This design comes from an exercise in tuning for small area, a short achievable clock period and few clock cycles on the open sky130 flow, not from production work. At most, simulation tests tie the RTL to the original design; equivalence was not proved. Power figures rest on the tool's default switching activity, not on a simulated workload.

== willow ==
## lsxgt_value_encoder
module lsxgt_value_encoder (
    input  wire        clk,
    input  wire        rst,         
    input  wire [2:0]  dt,          
    input  wire        in_valid,
    output wire        in_ready,
    input  wire [7:0]  in_data,     
    input  wire        in_end,      
    output wire        out_valid,
    input  wire        out_ready,
    output wire [7:0]  out_data,    
    output wire        out_end,     
    output wire [1:0]  out_err,     
    output wire [15:0] out_pos      
);
==> flow/config.mk <==
export PLATFORM = sky130hd
export DESIGN_NAME = lsxgt_value_encoder
export DESIGN_NICKNAME = lsxgt_value_encoder
export VERILOG_FILES = /design/flow/design.v
export SDC_FILE = /design/flow/constraint.sdc
export NUM_CORES = 4
export LEC_CHECK = 0
export CAP_MARGIN = 20
export CORE_MARGIN = 2
export CORE_UTILIZATION = 40
export CTS_BUF_LIST = sky130_fd_sc_hd__clkbuf_8
export SETUP_SLACK_MARGIN = 2.3
export SLEW_MARGIN = 20
==> flow/constraint.sdc <==
create_clock -name core_clock -period 5.0 [get_ports {clk}]
set_input_delay 1.0000 -clock core_clock [delete_from_list [all_inputs] [get_ports {clk}]]
set_output_delay 1.0000 -clock core_clock [all_outputs]
set_load 0.01 [all_outputs]
standard.sh (not shown) runs the stock make flow with config.mk's settings and CLKGATE_MAP_FILE= SYNTH_SCRIPT=/design/flow/synth_recipe.tcl, a recipe that flattens the netlist after the stock synthesis.
==> flow/flow/run.sh <==
#!/bin/bash
# The standard layout (standard.sh), with one change: the port buffers
# that global placement inserts are sky130_fd_sc_hd__buf_2 instead of the cell
# buffer_ports picks by default (the delay cell clkdlybuf4s50_1).
set -euo pipefail
bash standard.sh "BUFFER_PORTS_ARGS=-buffer_cell sky130_fd_sc_hd__buf_2" finish > standard_flow.log 2>&1
willow | stages: all done | timing, DRC, antenna: all pass
Testbench counts of willow, summed over its fixed seeds: cycles 28,140.
Relative to willow, the following input files were edited for onyx:
diff --git a/flow/design.v b/flow/design.v
--- a/flow/design.v
+++ b/flow/design.v
@@ -35,17 +35,17 @@
     reg         obusy, oH0, oH1, oV, oE;
     reg         olast;      
     reg         onov;       
     reg         oend;       
     reg  [1:0]  oerr;
     reg         oerrv;      
     reg  [7:0]  ob;         
     reg  [7:0]  nb;         
-    reg         ocy;        
+    reg  [7:1]  oc;         
     reg  [7:1]  own;        
     function [3:0] carry10;
         input [8:0] x;
         begin
             carry10[3] = (x >= 9'd205);
             carry10[2] = (x >= 9'd103) && (x < 9'd205);
             carry10[1] = ((x >= 9'd52) && (x < 9'd103)) || ((x >= 9'd154) && (x < 9'd205)) ||
                          (x >= 9'd256);
@@ -86,24 +86,27 @@
                 if (!ge[1]) bown = 7'b0000000;
             end
             3'd2: bown = ge[6] ? 7'b1111111 : ge[4] ? 7'b0011111 : ge[2] ? 7'b0000111 : 7'b0000001;
             3'd3: bown = ge[4] ? 7'b1111111 : 7'b0000111;
             default: bown = 7'b1111111;
         endcase
     end
     wire [7:1] rd = own & ~own0[6:0];
-    reg  [8:0] rsel;
+    reg  [7:0] rsel;
+    reg        rcy;
     always @(*) begin
-        rsel = 9'd0;
-        for (j = 1; j < 8; j = j + 1)
-            rsel = rsel | ({9{rd[j]}} & ps[9*j +: 9]);
-    end
-    wire [7:0] rbyte = rsel[7:0] + {7'd0, ocy};
-    wire       rcout = rsel[8] | ((&rsel[7:0]) & ocy);
+        rsel = 8'd0;
+        rcy  = 1'b0;
+        for (j = 1; j < 8; j = j + 1) begin
+            rsel = rsel | ({8{rd[j]}} & ps[9*j +: 8]);
+            rcy  = rcy | (rd[j] & oc[j]);
+        end
+    end
+    wire [7:0] rbyte = rsel + {7'd0, rcy};
     wire blocked  = hold || stall || oerrv;
     wire r_free   = !(r_valid && blocked);
     wire beat_in  = r_valid && !blocked;       
     wire in_end_r = r_end;
     wire is_digit = r_digit;
     wire term     = r_end || r_comma;
     wire digit_in = beat_in && !term;
     wire act      = beat_in && term && !drain;
@@ -237,17 +240,17 @@
             oV    <= 1'b0;
             oE    <= load && !blk;
             oerr  <= (load && errk) ? p_code : 2'd0;
             oerrv <= load && errk;
             oend  <= iend;
             olast <= 1'b0;
             onov  <= novalue;
             own   <= (load && blk) ? bown : 7'd0;
-            ocy   <= ps[8];
+            oc    <= pcy[7:1];
             ob    <= (pdt == 3'd0) ? 8'h01 : 8'h20;
             nb    <= ps[7:0];
         end else begin
             if (attach)
                 oend <= 1'b1;
             own <= own_n;
             if (deliver) begin
                 if (oH0) begin
@@ -260,17 +263,16 @@
                     oH1 <= 1'b0;
                     if (olast) begin
                         oV  <= 1'b0;
                         oE  <= 1'b1;
                     end else begin
                         oV    <= 1'b1;
                         ob    <= nb;
                         nb    <= rbyte;
-                        ocy   <= rcout;
                         olast <= (own == 7'd0);
                     end
                 end
             end
         end
     end
     assign in_ready  = rdy;
     assign out_valid = obusy;
--- outcome ---
In the reports for onyx and willow, the larger layout buffering overhead excluding clock cells belongs to onyx.
Of the two candidates, willow has the better design area and onyx the worse one.
Per the comparison of onyx with willow, clock network fraction of design power shows an increase of 3.4 points, sequential cell count shows an increase of 4.1%.
Comparing onyx and willow, the higher critical path depth was measured on onyx.
onyx gives more placer congestion estimate than willow did.
The RTL of onyx was laid out without a check of its function.

Another version of the RTL of lsxgt_value_encoder (not shown whole).
Size: about 1300 cells after synthesis, about 150 flip-flops, ~45 I/O pins.
make LEC_CHECK=0 CAP_MARGIN=20 CORE_MARGIN=2 CORE_UTILIZATION=40 CTS_BUF_LIST=sky130_fd_sc_hd__clkbuf_8 SETUP_SLACK_MARGIN=2.3 SLEW_MARGIN=20 finish   # period 5.0 ns
run.sh (not shown) runs the stock make flow with config.mk's settings and CLKGATE_MAP_FILE= SYNTH_SCRIPT=/design/flow/synth_recipe.tcl, a recipe that flattens the netlist after the stock synthesis.
Stock flow here: none of the scripts above is used.
Rerun with:
--- a/flow/design.v
+++ b/flow/design.v
@@ -18,24 +18,22 @@
     reg  [3:0]  r_d;        
     reg         r_digit;    
     reg         r_comma;
     reg         r_end;
     reg  [2:0]  r_dt;
     reg  [71:0] ps;         
     reg         fresh;      
     reg         bad;        
     reg         ovf;        
     reg  [2:0]  pdt;        
     reg  [15:0] pos;        
-    reg         pinc;       
-    reg         pclr;       
     reg         drain;      
     reg         hold;       
     reg         hend;       
     reg         stall;      
     reg         obusy, oH0, oH1, oV, oE;
     reg         olast;      
     reg         onov;       
     reg         oend;       
     reg  [1:0]  oerr;
     reg         oerrv;      
     reg  [7:0]  ob;         
@@ -168,58 +166,50 @@
             rdy     <= 1'b1;
             r_valid <= 1'b0;
         end else begin
             rdy     <= !(r_valid_n && (go_hold || (hold && !can_load) || errv_n || stall_n));
             r_valid <= r_valid_n;
         end
         if (rst) begin
             fresh <= 1'b1;
             bad   <= 1'b0;
             ovf   <= 1'b0;
             pos   <= 16'd0;
-            pinc  <= 1'b0;
-            pclr  <= 1'b0;
             drain <= 1'b0;
             hold  <= 1'b0;
             stall <= 1'b0;
         end else begin
             stall <= stall_n;
             if (digit_in) begin
                 fresh <= 1'b0;
                 if (!is_digit) bad <= 1'b1;
                 if (ovf_set) ovf <= 1'b1;
             end
             if (fin) begin
                 fresh <= 1'b1;
                 bad   <= 1'b0;
                 ovf   <= 1'b0;
                 if (load && errk)
                     drain <= !iend;
-            end
-            if (beat_in && !drain && (pinc || pclr)) begin
-                pos  <= pclr ? 16'd0 : pos + 16'd1;
-                pinc <= 1'b0;
-                pclr <= 1'b0;
-            end
-            if (act) begin
-                pinc <= !in_end_r;
-                pclr <= in_end_r;
+                else
+                    pos <= iend ? 16'd0 : pos + 16'd1;
             end
             if (beat_in && drain && in_end_r) begin
                 drain <= 1'b0;
                 fresh <= 1'b1;
                 bad   <= 1'b0;
                 ovf   <= 1'b0;
-                pinc  <= 1'b0;
-                pclr  <= 1'b1;
-            end
+                pos   <= 16'd0;
+            end
+            if (deliver && oerrv)
+                pos <= 16'd0;
             if (go_hold)
                 hold <= 1'b1;
             else if (can_load)
                 hold <= 1'b0;
         end
         if (go_hold)
             hend <= in_end_r;
         if (digit_in) begin
             ps[8:0] <= n_ps[8:0];
             pdt     <= r_dt;
         end
- The changed run produced a clean layout
- wire length is lower by 0.79%
- global-route usage is lower by 0.26 points
- combinational power is higher by 20%
- setup slack gains 0.16 ns
- area after synthesis stays flat
- register-to-register slack gains 0.16 ns
- die area barely changes
Testbench counts after the change, summed over its fixed seeds: cycles 28,140.
The RTL of the first run of this note was laid out without a check of its function.

The RTL this note starts from:
==> flow/design.v <==
module lsxgt_value_encoder (
    input  wire        clk,
    input  wire        rst,         
    input  wire [2:0]  dt,          
    input  wire        in_valid,
    output wire        in_ready,
    input  wire [7:0]  in_data,     
    input  wire        in_end,      
    output wire        out_valid,
    input  wire        out_ready,
    output wire [7:0]  out_data,    
    output wire        out_end,     
    output wire [1:0]  out_err,     
    output wire [15:0] out_pos      
);
    reg  [71:0] ps;         
    reg         fresh;      
    reg         bad;        
    reg         ovf;        
    reg  [2:0]  pdt;        
    reg  [15:0] pos;        
    reg         drain;      
    reg         hold;       
    reg         hend;       
    reg         rdy;        
    reg         obusy, oH0, oH1, oV, oE;
    reg         olast;      
    reg         onov;       
    reg         oend;       
    reg  [1:0]  oerr;
    reg         oerrv;      
    reg  [7:0]  ob;         
    reg  [7:0]  nb;         
    reg  [7:1]  oc;         
    reg  [7:1]  own;        
    function [3:0] carry10;
        input [8:0] x;
        begin
            carry10[3] = (x >= 9'd205);
            carry10[2] = (x >= 9'd103) && (x < 9'd205);
            carry10[1] = ((x >= 9'd52) && (x < 9'd103)) || ((x >= 9'd154) && (x < 9'd205)) ||
                         (x >= 9'd256);
            carry10[0] = ((x >= 9'd26) && (x < 9'd52)) || ((x >= 9'd77) && (x < 9'd103)) ||
                         ((x >= 9'd128) && (x < 9'd154)) || ((x >= 9'd180) && (x < 9'd205)) ||
                         ((x >= 9'd231) && (x < 9'd256));
        end
    endfunction
    wire [7:0] own0 = {own, 1'b0};           
    reg [71:0] n_ps;
    integer j;
    always @(*) begin : step
        reg [8:0]  v, vp;
        reg [3:0]  b;
        reg [4:0]  x;
        reg [5:0]  x1, x2, hi;
        reg [3:0]  lo;
        for (j = 0; j < 8; j = j + 1) begin
            v  = ps[9*j +: 9];
            vp = (j == 0) ? 9'd0 : ps[9*(j-1) +: 9];
            b  = (j == 0) ? in_data[3:0] : (own0[j-1] ? 4'd0 : carry10(vp));
            x  = v[4:0] + v[6:2];
            x1 = {1'b0, x} + 6'd1;
            x2 = {1'b0, x} + 6'd2;
            lo = {1'b0, v[1:0], 1'b0} + {1'b0, b[2:0]};
            case ({1'b0, b[3]} + {1'b0, lo[3]})
                2'd0:    hi = {1'b0, x};
                2'd1:    hi = x1;
                default: hi = x2;
            endcase
            if (fresh)
                n_ps[9*j +: 9] = (j == 0) ? {5'd0, in_data[3:0]} : 9'd0;
            else
                n_ps[9*j +: 9] = {hi, lo[2:0]};
        end
    end
    wire ovf_set = !fresh && !own[7] && (ps[71:63] >= 9'd26);
    reg [8:0] pcy;
    reg [7:0] ge;
    always @(*) begin : resolve
        reg [8:0] v;
        reg       any;
        pcy[0] = 1'b0;
        for (j = 0; j < 8; j = j + 1) begin
            v = ps[9*j +: 9];
            pcy[j+1] = v[8] | ((&v[7:0]) & pcy[j]);
        end
        any = 1'b0;
        ge[0] = 1'b1;
        for (j = 7; j >= 1; j = j - 1) begin
            any = any | (ps[9*j +: 9] != 9'd0);
            ge[j] = any | pcy[j];
        end
    end
    reg [7:1] bown;
    reg       novalue;
    always @(*) begin
        novalue = 1'b0;
        case (pdt)
            3'd0: bown = 7'b0000000;
            3'd1: begin
                bown = ge[7] ? 7'b1111111 : ge[5] ? 7'b0011111 : ge[3] ? 7'b0000111 : 7'b0000001;
                novalue = !ge[1];
                if (!ge[1]) bown = 7'b0000000;
            end
            3'd2: bown = ge[6] ? 7'b1111111 : ge[4] ? 7'b0011111 : ge[2] ? 7'b0000111 : 7'b0000001;
            3'd3: bown = ge[4] ? 7'b1111111 : 7'b0000111;
            default: bown = 7'b1111111;
        endcase
    end
    wire [7:1] rd = own & ~own0[6:0];
    reg  [7:0] rsel;
    reg        rcy;
    always @(*) begin
        rsel = 8'd0;
        rcy  = 1'b0;
        for (j = 1; j < 8; j = j + 1) begin
            rsel = rsel | ({8{rd[j]}} & ps[9*j +: 8]);
            rcy  = rcy | (rd[j] & oc[j]);
        end
    end
    wire [7:0] rbyte = rsel + {7'd0, rcy};
    wire beat_in  = in_valid && in_ready;
    wire is_comma = (in_data == 8'h2C);
    wire is_digit = (in_data >= 8'h30) && (in_data <= 8'h39);
    wire term     = in_end || is_comma;
    wire digit_in = beat_in && !term;
    wire act      = beat_in && term && !drain;
    wire p_unknown = (pdt >= 3'd5);
    wire p_err     = p_unknown || bad || ovf || pcy[8];
    wire [1:0] p_code = p_unknown ? 2'd2 : 2'd1;
    wire ofinal   = oE || (olast && !oend);
    wire deliver  = obusy && out_ready;
    wire can_load = !obusy || (out_ready && ofinal);
    wire step_v   = deliver && (oH1 || oV) && !olast;    
    wire [7:1] rel = {7{step_v}} & rd;
    wire now_item = act && (!fresh || in_end);
    wire attach   = !hold && now_item && fresh && !can_load && !oE && !oend;
    wire go_hold  = !hold && now_item && !can_load && !attach;
    wire load     = can_load && (hold || now_item);
    wire iend     = hold ? hend : in_end;
    wire blk      = !fresh && !p_err;
    wire errk     = !fresh && p_err;
    wire fin      = (act && !go_hold && !hold) || (hold && can_load);
    wire [7:1] own_n = own & ~rel;
    wire       fresh_n = fin || (fresh && !digit_in) || (beat_in && drain && in_end);
    wire       errv_n = can_load ? (load && errk) : oerrv;
    reg        stall_n;
    always @(*) begin
        stall_n = 1'b0;
        for (j = 1; j < 8; j = j + 1)
            if (own_n[j] && !(j > 1 && own_n[j-1]) && !own0[j-1] &&
                (ps[9*(j-1) +: 9] >= 9'd2))
                stall_n = 1'b1;
        if (fresh || fresh_n)
            stall_n = 1'b0;
    end
    always @(posedge clk) begin
        if (rst) begin
            fresh <= 1'b1;
            bad   <= 1'b0;
            ovf   <= 1'b0;
            pos   <= 16'd0;
            drain <= 1'b0;
            hold  <= 1'b0;
            rdy   <= 1'b1;
        end else begin
            rdy   <= !(go_hold || (hold && !can_load) || errv_n || stall_n);
            if (digit_in) begin
                fresh <= 1'b0;
                if (!is_digit) bad <= 1'b1;
                if (ovf_set) ovf <= 1'b1;
            end
            if (fin) begin
                fresh <= 1'b1;
                bad   <= 1'b0;
                ovf   <= 1'b0;
                if (load && errk)
                    drain <= !iend;
                else
                    pos <= iend ? 16'd0 : pos + 16'd1;
            end
            if (beat_in && drain && in_end) begin
                drain <= 1'b0;
                fresh <= 1'b1;
                bad   <= 1'b0;
                ovf   <= 1'b0;
                pos   <= 16'd0;
            end
            if (deliver && oerrv)
                pos <= 16'd0;
            if (go_hold)
                hold <= 1'b1;
            else if (can_load)
                hold <= 1'b0;
        end
        if (go_hold)
            hend <= in_end;
        if (digit_in) begin
            ps[8:0] <= n_ps[8:0];
            pdt     <= dt;
        end
        for (j = 1; j < 8; j = j + 1)
            if (rel[j])
                ps[9*j +: 9] <= 9'd0;
            else if (digit_in && !own[j])
                ps[9*j +: 9] <= n_ps[9*j +: 9];
        if (rst) begin
            obusy <= 1'b0;
            oH0 <= 1'b0; oH1 <= 1'b0; oV <= 1'b0; oE <= 1'b0;
            oerr <= 2'd0;
            oerrv <= 1'b0;
            own  <= 7'd0;
        end else if (can_load) begin
            obusy <= load;
            oH0   <= load && blk;
            oH1   <= 1'b0;
            oV    <= 1'b0;
            oE    <= load && !blk;
            oerr  <= (load && errk) ? p_code : 2'd0;
            oerrv <= load && errk;
            oend  <= iend;
            olast <= 1'b0;
            onov  <= novalue;
            own   <= (load && blk) ? bown : 7'd0;
            oc    <= pcy[7:1];
            ob    <= (pdt == 3'd0) ? 8'h01 : 8'h20;
            nb    <= ps[7:0];
        end else begin
            if (attach)
                oend <= 1'b1;
            own <= own_n;
            if (deliver) begin
                if (oH0) begin
                    oH0   <= 1'b0;
                    oH1   <= 1'b1;
                    ob    <= 8'h00;
                    olast <= onov;
                end
                if (oH1 || oV) begin
                    oH1 <= 1'b0;
                    if (olast) begin
                        oV  <= 1'b0;
                        oE  <= 1'b1;
                    end else begin
                        oV    <= 1'b1;
                        ob    <= nb;
                        nb    <= rbyte;
                        olast <= (own == 7'd0);
                    end
                end
            end
        end
    end
    assign in_ready  = rdy;
    assign out_valid = obusy;
    assign out_end   = oE;
    assign out_data  = ob;
    assign out_err   = oerr;
    assign out_pos   = oerrv ? pos : 16'd0;
endmodule
==> flow/config.mk <==
export PLATFORM = sky130hd
export DESIGN_NAME = lsxgt_value_encoder
export DESIGN_NICKNAME = lsxgt_value_encoder
export VERILOG_FILES = /design/flow/design.v
export SDC_FILE = /design/flow/constraint.sdc
export NUM_CORES = 4
export LEC_CHECK = 0
export CAP_MARGIN = 20
export CORE_MARGIN = 2
export CORE_UTILIZATION = 40
export SETUP_SLACK_MARGIN = 1.8
export SLEW_MARGIN = 20
==> flow/constraint.sdc <==
create_clock -name core_clock -period 5.0 [get_ports {clk}]
set_input_delay 1.0000 -clock core_clock [delete_from_list [all_inputs] [get_ports {clk}]]
set_output_delay 1.0000 -clock core_clock [all_outputs]
set_load 0.01 [all_outputs]
==> next run, changes <==
--- a/flow/design.v
+++ b/flow/design.v
@@ -23,5 +23,5 @@
     reg         hold;       
     reg         hend;       
-    reg         rdy;        
+    reg         stall;      
     reg         obusy, oH0, oH1, oV, oE;
     reg         olast;      
@@ -29,5 +29,4 @@
     reg         oend;       
     reg  [1:0]  oerr;
-    reg         oerrv;      
     reg  [7:0]  ob;         
     reg  [7:0]  nb;         
@@ -52,24 +51,16 @@
         reg [8:0]  v, vp;
         reg [3:0]  b;
-        reg [4:0]  x;
-        reg [5:0]  x1, x2, hi;
-        reg [3:0]  lo;
+        reg [8:0]  s;
+        reg        h0;
         for (j = 0; j < 8; j = j + 1) begin
             v  = ps[9*j +: 9];
             vp = (j == 0) ? 9'd0 : ps[9*(j-1) +: 9];
             b  = (j == 0) ? in_data[3:0] : (own0[j-1] ? 4'd0 : carry10(vp));
-            x  = v[4:0] + v[6:2];
-            x1 = {1'b0, x} + 6'd1;
-            x2 = {1'b0, x} + 6'd2;
-            lo = {1'b0, v[1:0], 1'b0} + {1'b0, b[2:0]};
-            case ({1'b0, b[3]} + {1'b0, lo[3]})
-                2'd0:    hi = {1'b0, x};
-                2'd1:    hi = x1;
-                default: hi = x2;
-            endcase
+            s  = {v[5:0], 3'd0} + {v[7:0], 1'd0} + {5'd0, b};
+            h0 = v[5] ^ v[7] ^ (({1'b0, v[4:0]} + {1'b0, v[6:2]}) >> 5);
             if (fresh)
                 n_ps[9*j +: 9] = (j == 0) ? {5'd0, in_data[3:0]} : 9'd0;
             else
-                n_ps[9*j +: 9] = {hi, lo[2:0]};
+                n_ps[9*j +: 9] = {s[8] ^ h0, s[7:0]};
         end
     end
@@ -144,5 +135,4 @@
     wire [7:1] own_n = own & ~rel;
     wire       fresh_n = fin || (fresh && !digit_in) || (beat_in && drain && in_end);
-    wire       errv_n = can_load ? (load && errk) : oerrv;
     reg        stall_n;
     always @(*) begin
@@ -163,7 +153,7 @@
             drain <= 1'b0;
             hold  <= 1'b0;
-            rdy   <= 1'b1;
+            stall <= 1'b0;
         end else begin
-            rdy   <= !(go_hold || (hold && !can_load) || errv_n || stall_n);
+            stall <= stall_n;
             if (digit_in) begin
                 fresh <= 1'b0;
@@ -187,5 +177,5 @@
                 pos   <= 16'd0;
             end
-            if (deliver && oerrv)
+            if (deliver && oE && (oerr != 2'd0))
                 pos <= 16'd0;
             if (go_hold)
@@ -209,5 +199,4 @@
             oH0 <= 1'b0; oH1 <= 1'b0; oV <= 1'b0; oE <= 1'b0;
             oerr <= 2'd0;
-            oerrv <= 1'b0;
             own  <= 7'd0;
         end else if (can_load) begin
@@ -218,5 +207,4 @@
             oE    <= load && !blk;
             oerr  <= (load && errk) ? p_code : 2'd0;
-            oerrv <= load && errk;
             oend  <= iend;
             olast <= 1'b0;
@@ -252,9 +240,9 @@
         end
     end
-    assign in_ready  = rdy;
+    assign in_ready  = !hold && !stall && !(oE && (oerr != 2'd0));
     assign out_valid = obusy;
     assign out_end   = oE;
     assign out_data  = ob;
     assign out_err   = oerr;
-    assign out_pos   = oerrv ? pos : 16'd0;
+    assign out_pos   = (oerr != 2'd0) ? pos : 16'd0;
 endmodule
Die area went down by a few percent.
Via count went down by a little under a tenth.
Cell area went down slightly.
Total power went down by a few percent.
Register-to-register slack hardly moves.
Synthesized area went down by a few percent.
Combinational power went down by a few percent.
Final cell count went down by a few percent.
Wire length went down by a little under a tenth.
Clock skew hardly moves.
First-iteration DRC count went down by roughly a tenth.
Synthesized cell count went down by a little under a tenth.
Worst setup slack improved by 0.0047 ns.
Fmax is about the same.
Testbench counts after the change, summed over its fixed seeds: cycles 28,132.
No functional check of the RTL was part of the first run of this note.

-- separate check: timing with driven ports --
In the flow no input, the clock included, has a driving cell. The finished layouts below were timed again as built, in two steps.
Step 1 (the two cells are an assumption about what drives the block):
set clk [get_ports {clk}]
set_driving_cell -lib_cell sky130_fd_sc_hd__clkbuf_16 $clk
set_driving_cell -lib_cell sky130_fd_sc_hd__buf_2 [delete_from_list [all_inputs] $clk]
Step 2 times the ports against the registers' clock, not the clock port: input delays grow and output delays shrink by t, the midpoint of the rising clock arrivals with the driver on.
a / b / c = no drivers / after step 1 / after step 2; a / b = the first two.
run	t, ns	setup WS [ns]	latest minus earliest clock arrival (ns)
willow	0.498	2.442 / 2.442 / 2.171	0.021 / 0.021
onyx	0.512	2.413 / 2.413 / 2.116	0.021 / 0.021
the first run of note 2	0.510	2.195 / 2.195 / 1.876	0.019 / 0.019
the second run of note 2	0.503	2.355 / 2.310 / 1.925	0.023 / 0.022
the first run of note 3	0.473	1.865 / 1.876 / 1.416	0.012 / 0.013
the second run of note 3	0.478	1.869 / 1.869 / 1.453	0.012 / 0.012
After both steps setup and hold are still met in every run listed. The setup slack of the first run of note 3, which loses most, moves by +0.011 ns with the drivers and by -0.449 ns with both steps.
